What follows belongs to an exercise in optimizing a design on an open flow for small area, a short achievable clock period and few clock cycles; a production flow would make more cautious choices. RTL that was checked went through simulation tests only; none was proved equivalent to the original. Power is estimated from default activity; no workload was simulated.

## JK
==> flow/design.v <==
module rtb_arith (
    input  wire        clk,
    input  wire        rst,
    input  wire        in_valid,
    output wire        in_ready,
    input  wire [1:0]  op,
    input  wire [31:0] a,
    input  wire [31:0] b,
    output wire        out_valid,
    output wire [31:0] result,
    output wire        fits
);
    reg        rdy, ov, fit_q;
    reg        s_div, s_mul, s_pre, s_post, first;
    reg        is_f, neg;
    reg        big;         
    reg [4:0]  cnt;
    reg [31:0] d;
    reg [31:0] r;
    reg [31:0] q;
    assign in_ready  = rdy;
    assign out_valid = ov;
    assign result    = q;
    assign fits      = fit_q;
    wire [33:0] w   = {r, q[31:30]};
    wire [35:0] x   = {{2{s_mul & w[33]}}, w};
    wire [35:0] t1  = x - {4'b0000, d};
    wire [35:0] t2  = x - {3'b000, d, 1'b0};
    wire [35:0] c3s = x ^ {4'b1111, ~d} ^ {3'b111, ~d, 1'b1};
    wire [35:0] c3c = (x & {4'b1111, ~d}) | (x & {3'b111, ~d, 1'b1})
                    | ({4'b1111, ~d} & {3'b111, ~d, 1'b1});
    wire [36:0] t3c = {c3s, 1'b1} + {c3c[34:0], 1'b1, 1'b1};    
    wire [35:0] t3  = t3c[36:1];
    wire        g1  = ~t1[35];
    wire        g2  = ~t2[35];
    wire        g3  = ~t3[35];
    wire [1:0]  qd  = {g2, g3 | (g1 & ~g2)};
    wire        s3  = s_mul ? (q[1:0] == 2'd3) : g3;
    wire        s2  = s_mul ? (q[1:0] == 2'd2) : (g2 & ~g3);
    wire        s1  = s_mul ? (q[1:0] == 2'd1) : (g1 & ~g2);
    wire        s0  = s_mul ? (q[1:0] == 2'd0) : ~g1;
    wire [35:0] ts  = ({36{s3}} & t3) | ({36{s2}} & t2) | ({36{s1}} & t1) | ({36{s0}} & x);
    wire        qb  = g1;    
    wire skip16 = s_div & ~is_f & first & (q[31:16] < d[15:0]);
    wire [31:0] qneg = ~q + 32'd1;
    wire        last = (cnt == 5'd1);
    wire        nofit = is_f & first & (qb | big);
    reg [31:0] q_e, r_e;       
    always @* begin
        q_e = {q[15:0], 16'd0};
        r_e = {16'd0, q[31:16]};
        if (rdy) begin
            case (op)
                2'd0: begin q_e = 32'd0;        r_e = {2'b00, a[26:0], 3'd0}; end
                2'd1: begin q_e = {8'b11000000, a[23:0]}; r_e = 32'hFBFF_FFFF; end
                2'd2: begin q_e = a;            r_e = 32'd0; end
                default: begin q_e = 32'd0;     r_e = 32'd0; end
            endcase
        end else if (s_pre | s_post) begin
            q_e = qneg;
            r_e = 32'd0;
        end
    end
    wire        step = ~rdy & ~s_pre & ~s_post & ~skip16;
    wire [31:0] r_n  = ~step ? r_e : s_mul ? ts[35:4] : ts[31:0];
    wire [31:0] q_n  = ~step ? q_e
                     : (s_mul & last) ? ~{{3{ts[35]}}, ts[35:7]}
                     : s_mul ? {ts[3:2], 2'b00, q[29:2]}
                     : {q[29:0], qd & ~{2{nofit}}};
    always @(posedge clk) begin
        q  <= q_n;
        r  <= r_n;
        if (rst) begin
            rdy    <= 1'b1;
            ov     <= 1'b0;
            s_div  <= 1'b0;
            s_mul  <= 1'b0;
            s_pre  <= 1'b0;
            s_post <= 1'b0;
        end else begin
            ov <= 1'b0;
            if (rdy && in_valid) begin
                rdy   <= 1'b0;
                fit_q <= 1'b0;
                first <= 1'b1;
                is_f  <= (op == 2'd0);
                neg   <= 1'b0;
                big   <= |a[31:27];
                case (op)
                    2'd0: begin
                        d   <= b;
                        cnt <= 5'd13;
                        s_div <= 1'b1;
                    end
                    2'd1: begin
                        d     <= b;
                        cnt   <= 5'd12;
                        s_mul <= 1'b1;
                    end
                    2'd2: begin
                        d   <= {16'd0, b[15:0]};
                        neg <= a[31];
                        cnt <= 5'd16;
                        if (a[31]) s_pre <= 1'b1;
                        else       s_div <= 1'b1;
                    end
                    default: begin
                        rdy <= 1'b1;
                        ov  <= 1'b1;
                    end
                endcase
            end
            if (s_pre) begin
                s_pre <= 1'b0;
                s_div <= 1'b1;
            end
            if (s_div) begin
                cnt   <= cnt - 5'd1;
                first <= 1'b0;
                if (skip16) begin
                    cnt <= 5'd8;
                end else if (nofit) begin
                    s_div <= 1'b0;
                    rdy   <= 1'b1;
                    ov    <= 1'b1;
                end else if (last) begin
                    s_div <= 1'b0;
                    fit_q <= is_f;
                    if (neg)
                        s_post <= 1'b1;
                    else begin
                        rdy <= 1'b1;
                        ov  <= 1'b1;
                    end
                end
            end
            if (s_post) begin
                s_post <= 1'b0;
                rdy    <= 1'b1;
                ov     <= 1'b1;
            end
            if (s_mul) begin
                cnt <= cnt - 5'd1;
                if (last) begin
                    s_mul <= 1'b0;
                    rdy   <= 1'b1;
                    ov    <= 1'b1;
                end
            end
        end
    end
endmodule
==> flow/config.mk <==
export PLATFORM = sky130hd
export DESIGN_NAME = rtb_arith
export DESIGN_NICKNAME = rtb_arith
export VERILOG_FILES = /design/flow/design.v
export SDC_FILE = /design/flow/constraint.sdc
export NUM_CORES = 4
export LEC_CHECK = 0
export CAP_MARGIN = 20
export CORE_MARGIN = 2
export CORE_UTILIZATION = 40
export PLACE_DENSITY = 0.6
export SLEW_MARGIN = 20
==> flow/constraint.sdc <==
create_clock -name core_clock -period 10.0 [get_ports {clk}]
set_input_delay 2.0000 -clock core_clock [delete_from_list [all_inputs] [get_ports {clk}]]
set_output_delay 2.0000 -clock core_clock [all_outputs]
set_load 0.01 [all_outputs]
standard.sh (not shown) runs the stock make flow with config.mk's settings and CLKGATE_MAP_FILE= SYNTH_SCRIPT=/design/flow/synth_recipe.tcl, a recipe that flattens the netlist after the stock synthesis.
==> flow/flow/run.sh <==
#!/bin/bash
set -euo pipefail
export SETUP_SLACK_MARGIN=6.5
export TNS_END_PERCENT=0
bash standard.sh > standard.log 2>&1
Testbench counts of JK, summed over its fixed seeds: cycles 34,385.
The following lists how MS was set up differently from JK:
diff --git a/flow/design.v b/flow/design.v
--- a/flow/design.v
+++ b/flow/design.v
@@ -31,45 +31,43 @@
                     | ({4'b1111, ~d} & {3'b111, ~d, 1'b1});
     wire [36:0] t3c = {c3s, 1'b1} + {c3c[34:0], 1'b1, 1'b1};    
     wire [35:0] t3  = t3c[36:1];
     wire        g1  = ~t1[35];
     wire        g2  = ~t2[35];
     wire        g3  = ~t3[35];
-    wire [1:0]  qd  = {g2, g3 | (g1 & ~g2)};
-    wire        s3  = s_mul ? (q[1:0] == 2'd3) : g3;
-    wire        s2  = s_mul ? (q[1:0] == 2'd2) : (g2 & ~g3);
-    wire        s1  = s_mul ? (q[1:0] == 2'd1) : (g1 & ~g2);
-    wire        s0  = s_mul ? (q[1:0] == 2'd0) : ~g1;
-    wire [35:0] ts  = ({36{s3}} & t3) | ({36{s2}} & t2) | ({36{s1}} & t1) | ({36{s0}} & x);
+    wire [1:0]  qd  = g3 ? 2'd3 : g2 ? 2'd2 : g1 ? 2'd1 : 2'd0;
+    wire [1:0]  k   = s_mul ? q[1:0] : qd;
+    wire [35:0] ts  = (k == 2'd3) ? t3 : (k == 2'd2) ? t2 : (k == 2'd1) ? t1 : x;
     wire        qb  = g1;    
-    wire skip16 = s_div & ~is_f & first & (q[31:16] < d[15:0]);
+    wire skip16 = ~is_f & first & (q[31:16] < d[15:0]);
     wire [31:0] qneg = ~q + 32'd1;
     wire        last = (cnt == 5'd1);
-    wire        nofit = is_f & first & (qb | big);
-    reg [31:0] q_e, r_e;       
+    reg [31:0] q_n, r_n;
     always @* begin
-        q_e = {q[15:0], 16'd0};
-        r_e = {16'd0, q[31:16]};
+        q_n  = {q[29:0], qd};
+        r_n  = ts[31:0];
         if (rdy) begin
             case (op)
-                2'd0: begin q_e = 32'd0;        r_e = {2'b00, a[26:0], 3'd0}; end
-                2'd1: begin q_e = {8'b11000000, a[23:0]}; r_e = 32'hFBFF_FFFF; end
-                2'd2: begin q_e = a;            r_e = 32'd0; end
-                default: begin q_e = 32'd0;     r_e = 32'd0; end
+                2'd0: begin q_n = 32'd0;        r_n = {2'b00, a[26:0], 3'd0}; end
+                2'd1: begin q_n = {7'b1100000, a[23:0], 1'b0}; r_n = 32'hF7FF_FFFF; end
+                2'd2: begin q_n = a;            r_n = 32'd0; end
+                default: begin q_n = 32'd0;     r_n = 32'd0; end
             endcase
         end else if (s_pre | s_post) begin
-            q_e = qneg;
-            r_e = 32'd0;
+            q_n = qneg;
+            r_n = 32'd0;
+        end else if (s_mul) begin
+            q_n = last ? ~ts[33:2] : {ts[3:2], 2'b00, q[29:2]};
+            r_n = ts[35:4];
+        end else if (skip16) begin
+            r_n = {16'd0, q[31:16]};
+            q_n = {q[15:0], 16'd0};
+        end else if (is_f & first & (qb | big)) begin
+            q_n = 32'd0;
         end
     end
-    wire        step = ~rdy & ~s_pre & ~s_post & ~skip16;
-    wire [31:0] r_n  = ~step ? r_e : s_mul ? ts[35:4] : ts[31:0];
-    wire [31:0] q_n  = ~step ? q_e
-                     : (s_mul & last) ? ~{{3{ts[35]}}, ts[35:7]}
-                     : s_mul ? {ts[3:2], 2'b00, q[29:2]}
-                     : {q[29:0], qd & ~{2{nofit}}};
     always @(posedge clk) begin
         q  <= q_n;
         r  <= r_n;
         if (rst) begin
             rdy    <= 1'b1;
             ov     <= 1'b0;
@@ -91,13 +89,13 @@
                         d   <= b;
                         cnt <= 5'd13;
                         s_div <= 1'b1;
                     end
                     2'd1: begin
                         d     <= b;
-                        cnt   <= 5'd12;
+                        cnt   <= 5'd15;
                         s_mul <= 1'b1;
                     end
                     2'd2: begin
                         d   <= {16'd0, b[15:0]};
                         neg <= a[31];
                         cnt <= 5'd16;
@@ -116,13 +114,13 @@
             end
             if (s_div) begin
                 cnt   <= cnt - 5'd1;
                 first <= 1'b0;
                 if (skip16) begin
                     cnt <= 5'd8;
-                end else if (nofit) begin
+                end else if (is_f && first && (qb || big)) begin
                     s_div <= 1'b0;
                     rdy   <= 1'b1;
                     ov    <= 1'b1;
                 end else if (last) begin
                     s_div <= 1'b0;
                     fit_q <= is_f;
[compare] base=JK new=MS: number of unique standard cell types used by synthesis rose by 8.9%, power fell by 5.6%, layout-stage area growth over the synthesis result rose by 2.7 points, sum of routed wire length over all layers rose by 4.8%.
Changes observed in MS relative to JK: die area saw an increase; total met2 wirelength after detailed routing moved up; switching part of the total went down by 2.4 points.
In MS relative to JK, non-clock buffer instance count of the final layout had gone up by more than 10%.
Of JK and MS, the higher standard cell area after detailed placement belongs to MS.
Of MS and JK, it is MS that has the higher cell count after placement.
For MS, only the layout was checked, not whether the RTL still works.

---

v6:
RTL: the design.v shown in full above, as it stands there.
export LEC_CHECK = 0
export CAP_MARGIN = 20
export CORE_MARGIN = 2
export CORE_UTILIZATION = 40
export PLACE_DENSITY = 0.6
export SLEW_MARGIN = 20
create_clock -name core_clock -period 10.0 [get_ports {clk}]
==> flow/flow/run.sh <==
#!/bin/bash
set -euo pipefail
export SETUP_SLACK_MARGIN=6.5
export TNS_END_PERCENT=0
export BUFFER_PORTS_ARGS="-buffer_cell sky130_fd_sc_hd__buf_4"
bash standard.sh > standard.log 2>&1
Testbench counts of v6, summed over its fixed seeds: cycles 34,385.
Changes in v7 relative to v6:
--- a/flow/design.v
+++ b/flow/design.v
@@ -9,11 +9,11 @@
     output wire        out_valid,
     output wire [31:0] result,
     output wire        fits
 );
     reg        rdy, ov, fit_q;
-    reg        s_div, s_mul, s_pre, s_post, first;
+    reg        s_div, s_mul, s_post, first;
     reg        is_f, neg;
     reg        big;         
     reg [4:0]  cnt;
     reg [31:0] d;
     reg [31:0] r;
@@ -39,31 +39,33 @@
     wire        s2  = s_mul ? (q[1:0] == 2'd2) : (g2 & ~g3);
     wire        s1  = s_mul ? (q[1:0] == 2'd1) : (g1 & ~g2);
     wire        s0  = s_mul ? (q[1:0] == 2'd0) : ~g1;
     wire [35:0] ts  = ({36{s3}} & t3) | ({36{s2}} & t2) | ({36{s1}} & t1) | ({36{s0}} & x);
     wire        qb  = g1;    
-    wire skip16 = s_div & ~is_f & first & (q[31:16] < d[15:0]);
-    wire [31:0] qneg = ~q + 32'd1;
+    wire [31:0] sa   = a ^ {32{a[31]}};
+    wire        sk16 = a[31] ? (~a[31:16] < b[15:0]) : (a[31:16] < b[15:0]);
+    wire        exact = (r[15:0] + 16'd1) == d[15:0];
+    wire [31:0] qneg  = ~q + {31'd0, ~exact};
     wire        last = (cnt == 5'd1);
     wire        nofit = is_f & first & (qb | big);
     reg [31:0] q_e, r_e;       
     always @* begin
-        q_e = {q[15:0], 16'd0};
-        r_e = {16'd0, q[31:16]};
+        q_e = qneg;
+        r_e = 32'd0;
         if (rdy) begin
             case (op)
                 2'd0: begin q_e = 32'd0;        r_e = {2'b00, a[26:0], 3'd0}; end
                 2'd1: begin q_e = {8'b11000000, a[23:0]}; r_e = 32'hFBFF_FFFF; end
-                2'd2: begin q_e = a;            r_e = 32'd0; end
+                2'd2: begin
+                    q_e = sk16 ? {sa[15:0], 16'd0} : sa;
+                    r_e = sk16 ? {16'd0, sa[31:16]} : 32'd0;
+                end
                 default: begin q_e = 32'd0;     r_e = 32'd0; end
             endcase
-        end else if (s_pre | s_post) begin
-            q_e = qneg;
-            r_e = 32'd0;
         end
     end
-    wire        step = ~rdy & ~s_pre & ~s_post & ~skip16;
+    wire        step = ~rdy & ~s_post;
     wire [31:0] r_n  = ~step ? r_e : s_mul ? ts[35:4] : ts[31:0];
     wire [31:0] q_n  = ~step ? q_e
                      : (s_mul & last) ? ~{{3{ts[35]}}, ts[35:7]}
                      : s_mul ? {ts[3:2], 2'b00, q[29:2]}
                      : {q[29:0], qd & ~{2{nofit}}};
@@ -73,11 +75,10 @@
         if (rst) begin
             rdy    <= 1'b1;
             ov     <= 1'b0;
             s_div  <= 1'b0;
             s_mul  <= 1'b0;
-            s_pre  <= 1'b0;
             s_post <= 1'b0;
         end else begin
             ov <= 1'b0;
             if (rdy && in_valid) begin
                 rdy   <= 1'b0;
@@ -98,30 +99,23 @@
                         s_mul <= 1'b1;
                     end
                     2'd2: begin
                         d   <= {16'd0, b[15:0]};
                         neg <= a[31];
-                        cnt <= 5'd16;
-                        if (a[31]) s_pre <= 1'b1;
-                        else       s_div <= 1'b1;
+                        cnt <= sk16 ? 5'd8 : 5'd16;
+                        s_div <= 1'b1;
                     end
                     default: begin
                         rdy <= 1'b1;
                         ov  <= 1'b1;
                     end
                 endcase
             end
-            if (s_pre) begin
-                s_pre <= 1'b0;
-                s_div <= 1'b1;
-            end
             if (s_div) begin
                 cnt   <= cnt - 5'd1;
                 first <= 1'b0;
-                if (skip16) begin
-                    cnt <= 5'd8;
-                end else if (nofit) begin
+                if (nofit) begin
                     s_div <= 1'b0;
                     rdy   <= 1'b1;
                     ov    <= 1'b1;
                 end else if (last) begin
                     s_div <= 1'b0;
==> run notes <==
- Between v6 and v7, period utilization is higher for v7, v6 comes in under that.
- v6 → v7: die area went up about 10%, ratio of routed vias to standard cells went down about 2%, cell area went up 11%, relative slew slack went up 7.1 points, post-route worst hold slack went up 0.0057 ns.
- NOTE wire length v6->v7 increased by more than 10%
For v7, only the layout was checked, not whether the RTL still works.

---

red:
Another version of the RTL of rtb_arith (not shown whole).
Size in the first run: roughly 1,800 cells after synthesis, ~15,000 um2 of cells after synthesis.
==> module rtb_arith, before the edit <==
module rtb_arith (
    input  wire        clk,
    input  wire        rst,
    input  wire        in_valid,
    output wire        in_ready,
    input  wire [1:0]  op,
    input  wire [31:0] a,
    input  wire [31:0] b,
    output wire        out_valid,
    output wire [31:0] result,
    output wire        fits
);
    reg        rdy, ov, fit_q;
    reg        s_div, s_mul, s_pre, s_post, first;
    reg        is_f, neg;
    reg        big;         
    reg [4:0]  cnt;
    reg [31:0] d;
    reg [31:0] r;
    reg [31:0] q;
    reg [1:0]  qx;
    assign in_ready  = rdy;
    assign out_valid = ov;
    assign result    = q;
    assign fits      = fit_q;
    wire [33:0] w   = {r, q[31:30]};
    wire [35:0] t1  = {2'b00, w} - {4'b0000, d};
    wire [35:0] t2  = {2'b00, w} - {3'b000, d, 1'b0};
    wire [35:0] c3s = {2'b00, w} ^ {4'b1111, ~d} ^ {3'b111, ~d, 1'b1};
    wire [35:0] c3c = ({2'b00, w} & {4'b1111, ~d}) | ({2'b00, w} & {3'b111, ~d, 1'b1})
                    | ({4'b1111, ~d} & {3'b111, ~d, 1'b1});
    wire [36:0] t3c = {c3s, 1'b1} + {c3c[34:0], 1'b1, 1'b1};    
    wire [35:0] t3  = t3c[36:1];
    wire        g1  = ~t1[35];
    wire        g2  = ~t2[35];
    wire        g3  = ~t3[35];
    wire [1:0]  qd  = g3 ? 2'd3 : g2 ? 2'd2 : g1 ? 2'd1 : 2'd0;
    wire [31:0] rdiv = g3 ? t3[31:0] : g2 ? t2[31:0] : g1 ? t1[31:0] : w[31:0];
    wire        qb  = g1;    
    wire skip16 = ~is_f & first & (q[31:16] < d[15:0]);
    reg         bs1, bs2, bng;
    wire [33:0] pmag = ({34{bs1}} & {2'b00, d}) | ({34{bs2}} & {1'b0, d, 1'b0});
    wire [34:0] msum = {qx[1], qx, q} + {bng, pmag ^ {34{bng}}} + {34'd0, bng};
    wire [2:0]  bt   = rdy ? {a[0], 2'b00} : r[2:0];    
    wire        nb1  = bt[1] ^ bt[0];
    wire        nb2  = (bt[2] ^ bt[1]) & ~(bt[1] ^ bt[0]);
    wire        nbn  = bt[2] & ~(bt[1] & bt[0]);
    wire [31:0] qneg = ~q + 32'd1;
    wire        last = (cnt == 5'd1);
    reg [31:0] q_n, r_n;
    reg [1:0]  qx_n;
    always @* begin
        q_n  = {q[29:0], qd};
        r_n  = rdiv;
        qx_n = qx;
        if (rdy) begin
            case (op)
                2'd0: begin q_n = 32'd0;        r_n = {2'b00, a[26:0], 3'd0}; end
                2'd1: begin q_n = 32'h2000_0000; r_n = {8'd0, a[23:0]}; qx_n = 2'b00; end
                2'd2: begin q_n = a;            r_n = 32'd0; end
                default: begin q_n = 32'd0;     r_n = 32'd0; end
            endcase
        end else if (s_pre | s_post) begin
            q_n = qneg;
            r_n = 32'd0;
        end else if (s_mul) begin
            {qx_n, q_n} = {msum[34], msum[34:2]};
            r_n = {2'b00, r[31:2]};
        end else if (skip16) begin
            r_n = {16'd0, q[31:16]};
            q_n = {q[15:0], 16'd0};
        end else if (is_f & first & (qb | big)) begin
            q_n = 32'd0;
        end
    end
    always @(posedge clk) begin
        bs1 <= nb1;
        bs2 <= nb2;
        bng <= nbn;
        q  <= q_n;
        r  <= r_n;
        qx <= qx_n;
        if (rst) begin
            rdy    <= 1'b1;
            ov     <= 1'b0;
            s_div  <= 1'b0;
            s_mul  <= 1'b0;
            s_pre  <= 1'b0;
            s_post <= 1'b0;
        end else begin
            ov <= 1'b0;
            if (rdy && in_valid) begin
                rdy   <= 1'b0;
                fit_q <= 1'b0;
                first <= 1'b1;
                is_f  <= (op == 2'd0);
                neg   <= 1'b0;
                big   <= |a[31:27];
                case (op)
                    2'd0: begin
                        d   <= b;
                        cnt <= 5'd13;
                        s_div <= 1'b1;
                    end
                    2'd1: begin
                        d     <= b;
                        cnt   <= 5'd15;
                        s_mul <= 1'b1;
                    end
                    2'd2: begin
                        d   <= {16'd0, b[15:0]};
                        neg <= a[31];
                        cnt <= 5'd16;
                        if (a[31]) s_pre <= 1'b1;
                        else       s_div <= 1'b1;
                    end
                    default: begin
                        rdy <= 1'b1;
                        ov  <= 1'b1;
                    end
                endcase
            end
            if (s_pre) begin
                s_pre <= 1'b0;
                s_div <= 1'b1;
            end
            if (s_div) begin
                cnt   <= cnt - 5'd1;
                first <= 1'b0;
                if (skip16) begin
                    cnt <= 5'd8;
                end else if (is_f && first && (qb || big)) begin
                    s_div <= 1'b0;
                    rdy   <= 1'b1;
                    ov    <= 1'b1;
                end else if (last) begin
                    s_div <= 1'b0;
                    fit_q <= is_f;
                    if (neg)
                        s_post <= 1'b1;
                    else begin
                        rdy <= 1'b1;
                        ov  <= 1'b1;
                    end
                end
            end
            if (s_post) begin
                s_post <= 1'b0;
                rdy    <= 1'b1;
                ov     <= 1'b1;
            end
            if (s_mul) begin
                cnt <= cnt - 5'd1;
                if (last) begin
                    s_mul <= 1'b0;
                    rdy   <= 1'b1;
                    ov    <= 1'b1;
                end
            end
        end
    end
endmodule
Settings: LEC_CHECK=0, CAP_MARGIN=20, CORE_MARGIN=2, CORE_UTILIZATION=40, PLACE_DENSITY=0.6, SLEW_MARGIN=20; clock period 10.0 ns.
==> flow/flow/run.sh <==
#!/bin/bash
set -euo pipefail
export SETUP_SLACK_MARGIN=7
export TNS_END_PERCENT=5
bash standard.sh > standard.log 2>&1
### red -> blue
--- a/flow/design.v
+++ b/flow/design.v
@@ -16,72 +16,60 @@
     reg        big;         
     reg [4:0]  cnt;
     reg [31:0] d;
     reg [31:0] r;
     reg [31:0] q;
-    reg [1:0]  qx;
     assign in_ready  = rdy;
     assign out_valid = ov;
     assign result    = q;
     assign fits      = fit_q;
     wire [33:0] w   = {r, q[31:30]};
-    wire [35:0] t1  = {2'b00, w} - {4'b0000, d};
-    wire [35:0] t2  = {2'b00, w} - {3'b000, d, 1'b0};
-    wire [35:0] c3s = {2'b00, w} ^ {4'b1111, ~d} ^ {3'b111, ~d, 1'b1};
-    wire [35:0] c3c = ({2'b00, w} & {4'b1111, ~d}) | ({2'b00, w} & {3'b111, ~d, 1'b1})
+    wire [35:0] x   = {{2{s_mul & w[33]}}, w};
+    wire [35:0] t1  = x - {4'b0000, d};
+    wire [35:0] t2  = x - {3'b000, d, 1'b0};
+    wire [35:0] c3s = x ^ {4'b1111, ~d} ^ {3'b111, ~d, 1'b1};
+    wire [35:0] c3c = (x & {4'b1111, ~d}) | (x & {3'b111, ~d, 1'b1})
                     | ({4'b1111, ~d} & {3'b111, ~d, 1'b1});
     wire [36:0] t3c = {c3s, 1'b1} + {c3c[34:0], 1'b1, 1'b1};    
     wire [35:0] t3  = t3c[36:1];
     wire        g1  = ~t1[35];
     wire        g2  = ~t2[35];
     wire        g3  = ~t3[35];
     wire [1:0]  qd  = g3 ? 2'd3 : g2 ? 2'd2 : g1 ? 2'd1 : 2'd0;
-    wire [31:0] rdiv = g3 ? t3[31:0] : g2 ? t2[31:0] : g1 ? t1[31:0] : w[31:0];
+    wire [1:0]  k   = s_mul ? q[1:0] : qd;
+    wire [35:0] ts  = (k == 2'd3) ? t3 : (k == 2'd2) ? t2 : (k == 2'd1) ? t1 : x;
     wire        qb  = g1;    
     wire skip16 = ~is_f & first & (q[31:16] < d[15:0]);
-    reg         bs1, bs2, bng;
-    wire [33:0] pmag = ({34{bs1}} & {2'b00, d}) | ({34{bs2}} & {1'b0, d, 1'b0});
-    wire [34:0] msum = {qx[1], qx, q} + {bng, pmag ^ {34{bng}}} + {34'd0, bng};
-    wire [2:0]  bt   = rdy ? {a[0], 2'b00} : r[2:0];    
-    wire        nb1  = bt[1] ^ bt[0];
-    wire        nb2  = (bt[2] ^ bt[1]) & ~(bt[1] ^ bt[0]);
-    wire        nbn  = bt[2] & ~(bt[1] & bt[0]);
     wire [31:0] qneg = ~q + 32'd1;
     wire        last = (cnt == 5'd1);
     reg [31:0] q_n, r_n;
-    reg [1:0]  qx_n;
     always @* begin
         q_n  = {q[29:0], qd};
-        r_n  = rdiv;
-        qx_n = qx;
+        r_n  = ts[31:0];
         if (rdy) begin
             case (op)
                 2'd0: begin q_n = 32'd0;        r_n = {2'b00, a[26:0], 3'd0}; end
-                2'd1: begin q_n = 32'h2000_0000; r_n = {8'd0, a[23:0]}; qx_n = 2'b00; end
+                2'd1: begin q_n = {7'b1100000, a[23:0], 1'b0}; r_n = 32'hF7FF_FFFF; end
                 2'd2: begin q_n = a;            r_n = 32'd0; end
                 default: begin q_n = 32'd0;     r_n = 32'd0; end
             endcase
         end else if (s_pre | s_post) begin
             q_n = qneg;
             r_n = 32'd0;
         end else if (s_mul) begin
-            {qx_n, q_n} = {msum[34], msum[34:2]};
-            r_n = {2'b00, r[31:2]};
+            q_n = last ? ~ts[33:2] : {ts[3:2], 2'b00, q[29:2]};
+            r_n = ts[35:4];
         end else if (skip16) begin
             r_n = {16'd0, q[31:16]};
             q_n = {q[15:0], 16'd0};
         end else if (is_f & first & (qb | big)) begin
             q_n = 32'd0;
         end
     end
     always @(posedge clk) begin
-        bs1 <= nb1;
-        bs2 <= nb2;
-        bng <= nbn;
         q  <= q_n;
         r  <= r_n;
-        qx <= qx_n;
         if (rst) begin
             rdy    <= 1'b1;
             ov     <= 1'b0;
             s_div  <= 1'b0;
             s_mul  <= 1'b0;
[summary]
Looking at part of the power in combinational logic across blue and red, the one that comes out higher is blue. Comparing blue and red, the higher global-route usage was measured on blue. Compared with red, the detailed router inserted fewer vias in blue. Compared with red, blue shows a fill cell total of the finished layout that is 275 lower. Looking at number of standard cells in the layout, taps in and fillers out across blue and red, the one that comes out lower is blue. Overall power of the completed layout (blue vs. red) increases by more than 10%. blue vs. red: clock power share now smaller, standard cell core area down about 9%, core utilization went down by 0.28 points. Run comparison: blue origin of the worst setup path d[23]; red origin of the worst setup path d[1]. The run with more routed wire is red, not blue.
Function was not checked in any run of this note: the RTL went through the layout flow alone.

## afterwards: timing with drivers on the ports
No port has a modelled driver above. Below, the same layouts with a new extraction and two added sets of constraints. Step 1 (the two cells are an assumption about what drives the block):
set clk [get_ports {clk}]
set_driving_cell -lib_cell sky130_fd_sc_hd__clkbuf_16 $clk
set_driving_cell -lib_cell sky130_fd_sc_hd__buf_2 [delete_from_list [all_inputs] $clk]
Step 2, shift: input delay + t, output delay - t, t = (earliest + latest rising clock arrival at the registers) / 2. This alone moves slack from input paths to output paths. a / b / c = ideal ports / drivers / drivers and shift; a / b = the first two.
| run | t, ns | setup slack, ns | hold slack, ns | worst data-port slew with drivers (ns) |
|---|---|---|---|---|
| JK | 0.439 | 5.764 / 5.764 / 5.552 | 0.514 / 0.514 / 0.514 | 0.05 |
| MS | 0.433 | 5.786 / 5.786 / 5.471 | 0.489 / 0.489 / 0.489 | 0.05 |
| v6 | 0.436 | 5.745 / 5.745 / 5.745 | 0.526 / 0.526 / 0.526 | 0.05 |
| v7 | 0.437 | 5.647 / 5.647 / 5.211 | 0.531 / 0.531 / 0.531 | 0.14 |
| red | 0.489 | 6.199 / 6.199 / 5.784 | 0.515 / 0.515 / 0.515 | 0.06 |
| blue | 0.431 | 5.618 / 5.618 / 5.437 | 0.493 / 0.493 / 0.493 | 0.06 |
After both steps every run listed still meets setup and hold. For v7, which loses most, drivers alone change the setup slack by 0.000 ns; drivers and shift together by -0.436 ns.
